Source: an optimization exercise on an open RTL-to-GDS flow (aim: small area, a short achievable clock period and few clock cycles per item). Production flows keep margins and buffers that such runs may drop.
For this run, only the layout was checked, not whether the RTL still works.

<file path="flow/design.v">
module fp_mul (
    input  wire [31:0] a,
    input  wire [31:0] b,
    output reg  [31:0] y
);
    wire        sa = a[31], sb = b[31];
    wire [7:0]  ea = a[30:23], eb = b[30:23];
    wire [22:0] fa = a[22:0],  fb = b[22:0];
    wire a_nan  = (ea == 8'hFF) && (fa != 0);
    wire b_nan  = (eb == 8'hFF) && (fb != 0);
    wire a_inf  = (ea == 8'hFF) && (fa == 0);
    wire b_inf  = (eb == 8'hFF) && (fb == 0);
    wire a_zero = (ea == 8'h00) && (fa == 0);
    wire b_zero = (eb == 8'h00) && (fb == 0);
    wire sy     = sa ^ sb;
    wire [23:0] ma = {ea != 0, fa};
    wire [23:0] mb = {eb != 0, fb};
    wire signed [10:0] xa = (ea == 0) ? 11'sd1 : {3'b000, ea};
    wire signed [10:0] xb = (eb == 0) ? 11'sd1 : {3'b000, eb};
    wire [47:0] p = ma * mb;
    reg [5:0] lz;
    integer i;
    always @* begin
        lz = 6'd48;
        for (i = 0; i < 48; i = i + 1)
            if (p[i]) lz = 6'd47 - i[5:0];
    end
    wire [47:0] n = p << lz;                           
    wire signed [10:0] e = xa + xb - 11'sd126 - {5'b0, lz};   
    wire signed [10:0] rs_s = 11'sd1 - e;
    wire [5:0]  rs = (e >= 1) ? 6'd0 : ((rs_s > 11'sd63) ? 6'd63 : rs_s[5:0]);
    wire [47:0] d  = n >> rs;
    wire [47:0] lost_mask = ~(48'hFFFF_FFFF_FFFF << rs);
    wire        lost = |(n & lost_mask);
    wire [23:0] m   = d[47:24];
    wire        g   = d[23];
    wire        st  = (|d[22:0]) | lost;
    wire        inc = g & (st | m[0]);
    wire [7:0]  ef  = (e >= 1) ? e[7:0] : 8'd0;
    wire [30:0] r   = {ef, m[22:0]} + {30'd0, inc};
    always @* begin
        if (a_nan || b_nan || (a_inf && b_zero) || (a_zero && b_inf))
            y = 32'h7FC00000;
        else if (a_inf || b_inf)
            y = {sy, 8'hFF, 23'd0};
        else if (p == 0)
            y = {sy, 31'd0};
        else if (e >= 255)
            y = {sy, 8'hFF, 23'd0};
        else
            y = {sy, r};
    end
endmodule
module fp_add (
    input  wire [31:0] a,
    input  wire [31:0] b,
    input  wire        sub,
    output reg  [31:0] y
);
    wire [31:0] bb = {b[31] ^ sub, b[30:0]};
    wire a_nan = (a[30:23] == 8'hFF) && (a[22:0] != 0);
    wire b_nan = (bb[30:23] == 8'hFF) && (bb[22:0] != 0);
    wire a_inf = (a[30:23] == 8'hFF) && (a[22:0] == 0);
    wire b_inf = (bb[30:23] == 8'hFF) && (bb[22:0] == 0);
    wire        swap = bb[30:0] > a[30:0];
    wire [31:0] x = swap ? bb : a;
    wire [31:0] z = swap ? a : bb;
    wire [7:0]  ex = (x[30:23] == 0) ? 8'd1 : x[30:23];
    wire [7:0]  ez = (z[30:23] == 0) ? 8'd1 : z[30:23];
    wire [23:0] mx = {x[30:23] != 0, x[22:0]};
    wire [23:0] mz = {z[30:23] != 0, z[22:0]};
    wire        diff = x[31] ^ z[31];
    wire [7:0]  sh  = ex - ez;
    wire [49:0] zw  = {mz, 26'd0} >> sh[4:0];
    wire [26:0] za  = (sh > 8'd26) ? {26'd0, |mz} : {zw[49:24], |zw[23:0]};
    wire [26:0] xa  = {mx, 3'b000};
    wire [27:0] s = diff ? ({1'b0, xa} - {1'b0, za}) : ({1'b0, xa} + {1'b0, za});
    reg [4:0] lz;
    integer i;
    always @* begin
        lz = 5'd27;
        for (i = 0; i < 27; i = i + 1)
            if (s[i]) lz = 5'd26 - i[4:0];
    end
    reg [26:0] nrm;
    reg [8:0]  en;
    always @* begin
        if (s[27]) begin
            nrm = {s[27:2], s[1] | s[0]};
            en  = {1'b0, ex} + 9'd1;
        end else if ({4'd0, lz} < ex) begin
            nrm = s[26:0] << lz;
            en  = {1'b0, ex} - {4'd0, lz};
        end else begin
            nrm = s[26:0] << (ex - 8'd1);
            en  = 9'd1;
        end
    end
    wire [23:0] m   = nrm[26:3];
    wire        g   = nrm[2];
    wire        st  = nrm[1] | nrm[0];
    wire        inc = g & (st | m[0]);
    wire [7:0]  ef  = m[23] ? en[7:0] : 8'd0;
    wire [30:0] r   = {ef, m[22:0]} + {30'd0, inc};
    always @* begin
        if (a_nan || b_nan || (a_inf && b_inf && (a[31] != bb[31])))
            y = 32'h7FC00000;
        else if (a_inf)
            y = a;
        else if (b_inf)
            y = bb;
        else if (s == 0)
            y = {x[31] & z[31], 31'd0};
        else if (en >= 9'd255)
            y = {x[31], 8'hFF, 23'd0};
        else
            y = {x[31], r};
    end
endmodule
module fp_gt (
    input  wire [31:0] a,
    input  wire [31:0] b,
    output reg         gt
);
    wire a_nan = (a[30:23] == 8'hFF) && (a[22:0] != 0);
    wire b_nan = (b[30:23] == 8'hFF) && (b[22:0] != 0);
    always @* begin
        if (a_nan || b_nan || (a[30:0] == 0 && b[30:0] == 0))
            gt = 1'b0;
        else if (a[31] != b[31])
            gt = ~a[31];
        else if (~a[31])
            gt = a[30:0] > b[30:0];
        else
            gt = a[30:0] < b[30:0];
    end
endmodule
module amf_rx (
    input  wire        clk,
    input  wire        rst,
    input  wire        in_valid,
    output wire        in_ready,
    input  wire [31:0] sample,
    output reg         frm_valid,
    output reg  [63:0] frm_payload,
    output reg         frm_crc_ok
);
    localparam [31:0] ALPHA           = 32'h3F333333;   
    localparam [31:0] ONE_MINUS_ALPHA = 32'h3E99999A;   
    localparam [31:0] CLAMP_MAX       = 32'h3F800000;   
    localparam [31:0] THRESHOLD_RATIO = 32'h3F400000;   
    localparam [31:0] PEAK_DECAY      = 32'h38D1B717;   
    localparam [31:0] PEAK_FLOOR      = 32'h3EAAAAAB;   
    localparam [4:0]  DECIM_RATIO     = 5'd17;
    localparam [15:0] SYNC_PATTERN    = 16'hFFFE;
    localparam [16:0] POLY_2GIG       = 17'h18050;
    localparam [16:0] POLY_DEFAULT    = 17'h18005;
    localparam [1:0] LOW_A = 2'd0, LOW_B = 2'd1, HIGH_A = 2'd2, HIGH_B = 2'd3;
    assign in_ready = 1'b1;
    wire accept = in_valid & in_ready;
    reg  [31:0] smoothed;
    reg  [4:0]  decim_count;
    reg         fwd_valid;
    reg  [31:0] fwd_value;
    wire [31:0] hist_term, new_term, smoothed_next;
    fp_mul u_hist (.a(ALPHA),           .b(smoothed), .y(hist_term));
    fp_mul u_new  (.a(ONE_MINUS_ALPHA), .b(sample),   .y(new_term));
    fp_add u_sum  (.a(hist_term), .b(new_term), .sub(1'b0), .y(smoothed_next));
    always @(posedge clk) begin
        if (rst) begin
            smoothed    <= 32'd0;
            decim_count <= 5'd0;
            fwd_valid   <= 1'b0;
        end else begin
            fwd_valid <= 1'b0;
            if (accept) begin
                smoothed <= smoothed_next;
                if (decim_count == DECIM_RATIO - 5'd1) begin
                    decim_count <= 5'd0;
                    fwd_valid   <= 1'b1;
                    fwd_value   <= smoothed_next;
                end else begin
                    decim_count <= decim_count + 5'd1;
                end
            end
        end
    end
    reg  [31:0] ook_max;
    reg         pk_valid;
    reg  [31:0] pk_clamped;
    wire        over_max, above_decayed, below_floor;
    wire [31:0] clamped, decayed, raised, peak_next;
    fp_gt  u_clamp (.a(fwd_value), .b(CLAMP_MAX), .gt(over_max));
    assign clamped = over_max ? CLAMP_MAX : fwd_value;
    fp_add u_decay (.a(ook_max), .b(PEAK_DECAY), .sub(1'b1), .y(decayed));
    fp_gt  u_raise (.a(clamped), .b(decayed), .gt(above_decayed));
    assign raised = above_decayed ? clamped : decayed;
    fp_gt  u_floor (.a(PEAK_FLOOR), .b(raised), .gt(below_floor));
    assign peak_next = below_floor ? PEAK_FLOOR : raised;
    always @(posedge clk) begin
        if (rst) begin
            ook_max  <= PEAK_FLOOR;
            pk_valid <= 1'b0;
        end else begin
            pk_valid <= fwd_valid;
            if (fwd_valid) begin
                ook_max    <= peak_next;
                pk_clamped <= clamped;
            end
        end
    end
    reg         chip_valid;
    reg         chip;
    wire [31:0] threshold;
    wire        chip_next;
    fp_mul u_thr  (.a(ook_max), .b(THRESHOLD_RATIO), .y(threshold));
    fp_gt  u_chip (.a(pk_clamped), .b(threshold), .gt(chip_next));
    always @(posedge clk) begin
        if (rst) begin
            chip_valid <= 1'b0;
        end else begin
            chip_valid <= pk_valid;
            if (pk_valid)
                chip <= chip_next;
        end
    end
    reg        last_chip;
    reg  [2:0] since_edge;       
    reg  [1:0] phase;
    reg  [63:0] frame;
    reg        pay_valid;
    reg  [63:0] payload;
    wire [2:0] since_next = (chip != last_chip) ? 3'd1 : since_edge + 3'd1;
    wire       mid_bit    = (since_next == 3'd4);
    wire       emit       = mid_bit && (phase == LOW_B || phase == HIGH_B);
    wire       emit_bit   = (phase == HIGH_B);
    wire [63:0] shifted   = {frame[62:0], emit_bit};
    reg [1:0] phase_next;
    always @* begin
        case (phase)
            LOW_A:   phase_next = chip ? HIGH_B : LOW_A;
            LOW_B:   phase_next = chip ? HIGH_A : LOW_A;
            HIGH_A:  phase_next = chip ? HIGH_A : LOW_B;
            default: phase_next = chip ? HIGH_A : LOW_A;
        endcase
    end
    always @(posedge clk) begin
        if (rst) begin
            last_chip  <= 1'b0;
            since_edge <= 3'd0;
            phase      <= LOW_A;
            frame      <= 64'd0;
            pay_valid  <= 1'b0;
        end else begin
            pay_valid <= 1'b0;
            if (chip_valid) begin
                last_chip  <= chip;
                since_edge <= since_next;
                if (mid_bit)
                    phase <= phase_next;
                if (emit) begin
                    if (shifted[63:48] == SYNC_PATTERN) begin
                        frame     <= 64'd0;
                        pay_valid <= 1'b1;
                        payload   <= shifted;
                    end else begin
                        frame <= shifted;
                    end
                end
            end
        end
    end
    wire [3:0]  brand = payload[47:44];
    wire [16:0] poly  = (brand == 4'd2 || brand == 4'd10) ? POLY_2GIG : POLY_DEFAULT;
    reg [47:0] rem;
    integer k;
    always @* begin
        rem = payload[47:0];
        for (k = 31; k >= 0; k = k - 1)
            if (rem[k + 16])
                rem = rem ^ ({31'd0, poly} << k);
    end
    always @(posedge clk) begin
        if (rst) begin
            frm_valid <= 1'b0;
        end else begin
            frm_valid <= pay_valid;
            if (pay_valid) begin
                frm_payload <= payload;
                frm_crc_ok  <= (rem[15:0] == 16'd0);
            end
        end
    end
endmodule
</file>
<file path="flow/run.sh">
#!/bin/bash
# synth_recipe.tcl (not shown) runs the flow's synth.tcl, then flattens the netlist and writes it again
# the make line also repeats each setting of config.mk as NAME=value (left out here)
make -C /OpenROAD-flow-scripts/flow DESIGN_CONFIG=/design/flow/config.mk WORK_HOME=/design/flow/orfs CLKGATE_MAP_FILE= SYNTH_SCRIPT=/design/flow/synth_recipe.tcl finish
</file>
<file path="flow/config.mk">
export PLATFORM = sky130hd
export DESIGN_NAME = amf_rx
export DESIGN_NICKNAME = amf_rx
export VERILOG_FILES = /design/flow/design.v
export SDC_FILE = /design/flow/constraint.sdc
export NUM_CORES = 4
export LEC_CHECK = 0
export CAP_MARGIN = 20
export CORE_MARGIN = 2
export CORE_UTILIZATION = 40
export SLEW_MARGIN = 20
</file>
<file path="flow/constraint.sdc">
create_clock -name core_clock -period 35.0 [get_ports {clk}]
set_input_delay 7.0000 -clock core_clock [delete_from_list [all_inputs] [get_ports {clk}]]
set_output_delay 7.0000 -clock core_clock [all_outputs]
set_load 0.01 [all_outputs]
</file>
==> results.txt <==
-- logic make-up (layout without fill, tap and decap cells) --
family          after synthesis  in the layout
fa+ha+maj                  1096           1096
simple gates               3740           3740
xor+xnor                    440            440
flops                       337            337
buf+inv                    1500           3211
other cells                   1              7
mux                         392            392
compound gates             3513           3514
-- stage by stage --
stage	setup WS (ns)	cell area [um^2]
floorplan	0.0261	82400
detailed placement	-0.398	100000
finish	1.25	103000
global route	-0.214	103000
CTS	0.0701	101000
global placement	-0.222	100000
-- synthesized netlist by cell type, types with 68 or more instances --
library cell / count
mux2_2: 74
xnor2_1: 282
a22oi_1: 101
o31ai_1: 86
o211ai_1: 141
and3_1: 104
o21bai_1: 68
xor2_1: 154
and2_1: 121
nand3_1: 345
a21oi_1: 729
a221oi_1: 69
nand2_1: 978
a21o_1: 123
o21a_1: 94
dfxtp_1: 143
fa_1: 358
a211oi_1: 200
o21ai_0: 614
nor2_1: 959
or3_1: 121
o22ai_1: 201
a22o_1: 96
edfxtp_1: 194
ha_1: 733
a31oi_1: 102
nor4_1: 133
nand2b_1: 120
nand4_1: 156
clkbuf_1: 408
inv_1: 895
mux2i_1: 296
buf_2: 84
nor3_1: 332
-- worst max-delay path: cells and delay by family --
kind	cells	cell delay, ns
AO/OA/AOI/OAI	46	8.12
AND/OR/NAND/NOR	43	7.72
adder cells (fa/ha/maj)	19	6.58
buffers and inverters	26	3.90
XOR/XNOR	2	0.41
multiplexers	2	0.39
-- sequential cells by signal, indices dropped and copies added (netlist names), 2 cells and up --
signal       flops
decim_count      5
pk_clamped      32
since_edge       3
ook_max         32
phase            2
frame           63
payload         64
fwd_value       32
smoothed        32
frm_payload     64
-- worst min path at each step --
stage | cells past startpoint | slack [ns] | to
final | 0 | 0.42 | frm_payload[63]$_DFFE_PP_
after global routing | 0 | 0.44 | frm_payload[63]$_DFFE_PP_
after CTS | 0 | 0.42 | frm_payload[60]$_DFFE_PP_
after detailed placement | 0 | 0.40 | frm_payload[58]$_DFFE_PP_
after global placement | 0 | 0.41 | frm_payload[48]$_DFFE_PP_
after floorplan | 0 | 0.40 | frm_payload[48]$_DFFE_PP_
-- layout make-up --
type | count | area, um^2 | area share
Multi-Input combinational cell | 9185 | 69100 | 0.670
Timing Repair Buffer | 2240 | 17500 | 0.169
Sequential cell | 337 | 8690 | 0.0842
Inverter | 913 | 3440 | 0.0333
Tap cell | 2688 | 3360 | 0.0326
Clock buffer | 35 | 811 | 0.00786
Clock inverter | 23 | 292 | 0.00283
Antenna cell | 4 | 10.0 | 0.0000970
-- layer usage --
layer	routed length [um]	vias to the layer above	part of all wire	global-route usage
li1	-	44429	-	-
met1	166000	47608	0.41	0.487
met2	176000	5431	0.44	0.578
met3	38900	1136	0.096	0.0671
met4	23000	4	0.057	0.165
met5	199	-	0.00049	0.00390
-- what timing repair did --
item,4_1_cts,5_1_grt
setup buffers,0,46
setup endpoints to repair,0,62
gates resized for setup,0,275
==> results.txt <==
- Critical Path RT: 35.34 ns
- Arrival time worst endpoint: 34.10 ns
- Least-Margin Pin Slew: 1.30 ns
- Post-Synthesis Cells: 11019
- Die width: 458 um
- Fraction of layout cells with a size suffix above 1: 0.221
- Final Skew: 0.0273 ns
- Compound-Gate Fraction of Synth Area: 0.298
- TritonCTS Buffers: 31
- Die Y: 458 um
- Initial antenna violation count: 4
- Antenna Nets Post-Route: 0
- Final wirelength: 404000 um
- Total gr overflow: 0
- Most frequent cells in the layout: 2103 x buf_4, 971 x nand2_1, 939 x nor2_1
- WL/cell: 26.2 um
- Area delta synth->final: 25.3%
- Most common cell after layout, fill and taps aside: buf_4
- H-tree depth: 1
- Most common cell on crit path: buf_4
- Initial DRC Count: 11965
- Synthesis warning total: 4
- DRT Pass-1 Iters: 10
- IO Pins: 102
- Worst Hold Slack: 0.417 ns
- Vias/cell: 6.39
- Max Root-Sink Buffers: 3
- CTS tree: yes
- Core area: 0.205 mm^2
- Sequential fraction of the synthesis area: 0.106
- Mux contribution to synthesized area: 0.0515
- Tmin final: 33.75 ns
- Port Buffers: 100
- Worst Hold Class: flop to flop
- RD Place Congestion: 1.12
- Synthesized area per cell: 7.47 um^2
- Final TNS setup: 0 ns
- GRT Total Usage: 0.367
- Starting density of the core: 0.402
- Final Util: 0.504
- Flop-to-flop setup slack: 3.39 ns
- Via total after detailed routing: 98608
- Row cnt: 166
- Worst-Skew Late Latency: 0.62 ns
- Clk sinks: 337
- Cell taking the most area after synthesis: ha_1
- Xor and xnor fraction of the mapped netlist area: 0.0473
- Synth unique cells: 160
- Critical path launch point type: primary input
- Setup crit end: fwd_value[26]$_DFFE_PP_
- Synth Cell Area: 0.0823 mm^2
- Final Max Tran Viols: 0
- FILL cells: 20040
- Fmax: 29.6 MHz
- Ys flop type: edfxtp_1
- Placed Cells: 15313
- Worst r2r dst: fwd_value[26]$_DFFE_PP_
- RR Startpoint: smoothed[1]$_SDFFE_PP0P_
- Reg clk slew, reported paths: 0.07 ns
- R2R cell count: 140
- MaxCap Viol Count: 0
- Status: no timing/DRC/antenna violations
- Final std cells w/o fill: 15425
- Largest net degree at the start of global routing: 68
- Post-Synth Simple-Gate Area: 0.224
- Worst Setup SP: sample[30]
- WS Path Type: primary input to flop
- Hold Path Origin: payload[63]$_DFFE_PP_
- Post-synth EDFFs: 194
- DR DRC count: 0
- Vias in the first global route: 94931
- Seq cells post-synth: 337
- Crit. End Element: flop
- First-pass GRT wire length: 602000 um
- Root Buffer Master: clkbuf_16
- Post-synth ARST share: 0
- Period utilisation layout: 0.964
- Hold Vio Cnt, Final: 0
- Adder-Cell Fraction of Synth Area: 0.199
- Top area cells in the synthesized netlist: ha_1 11%, fa_1 8.7%, edfxtp_1 7.1%, nand2_1 4.5%, a21oi_1 4.4%
- Largest family of logic cells by synthesized area: compound AO/OA/AOI/OAI gates
- Post-synth top area share: 0.111
- Crit path max fanout: 16
- Final setup fails: 0
- Critical-path cell with the highest stage delay: or4b_4
- Detailed Place HPWL: 335000 um
- DIE AREA: 0.209 mm^2
- CP peak stage delay: 0.61 ns
- Slew HR: 0.124
- CTS Hold Buffers Added: 0
- Final Net Count: 13834

what the ideal ports hide:
How much do the figures lean on ideal ports? The routed layout below was timed once more, with nothing changed but the port constraints. Step 1, drivers: a clkbuf_16 drives clk and a buf_2 each remaining input, both assumed. Step 2 also shifts input and output timing later by t, the mid clock arrival at the registers, as if the neighbouring blocks saw the same clock. Slacks: no drivers / after step 1 / after step 2; pairs: no drivers / after step 1.
t, ns: 0.645
setup slack, ns: 1.246 / 1.262 / 0.617
worst setup path after step 2: input to register
worst register clock-pin slew, ns: 0.08 / 0.08
After both steps setup and hold are still met in this run. For this run, drivers alone change the setup slack by +0.016 ns; drivers and shift together by -0.629 ns.
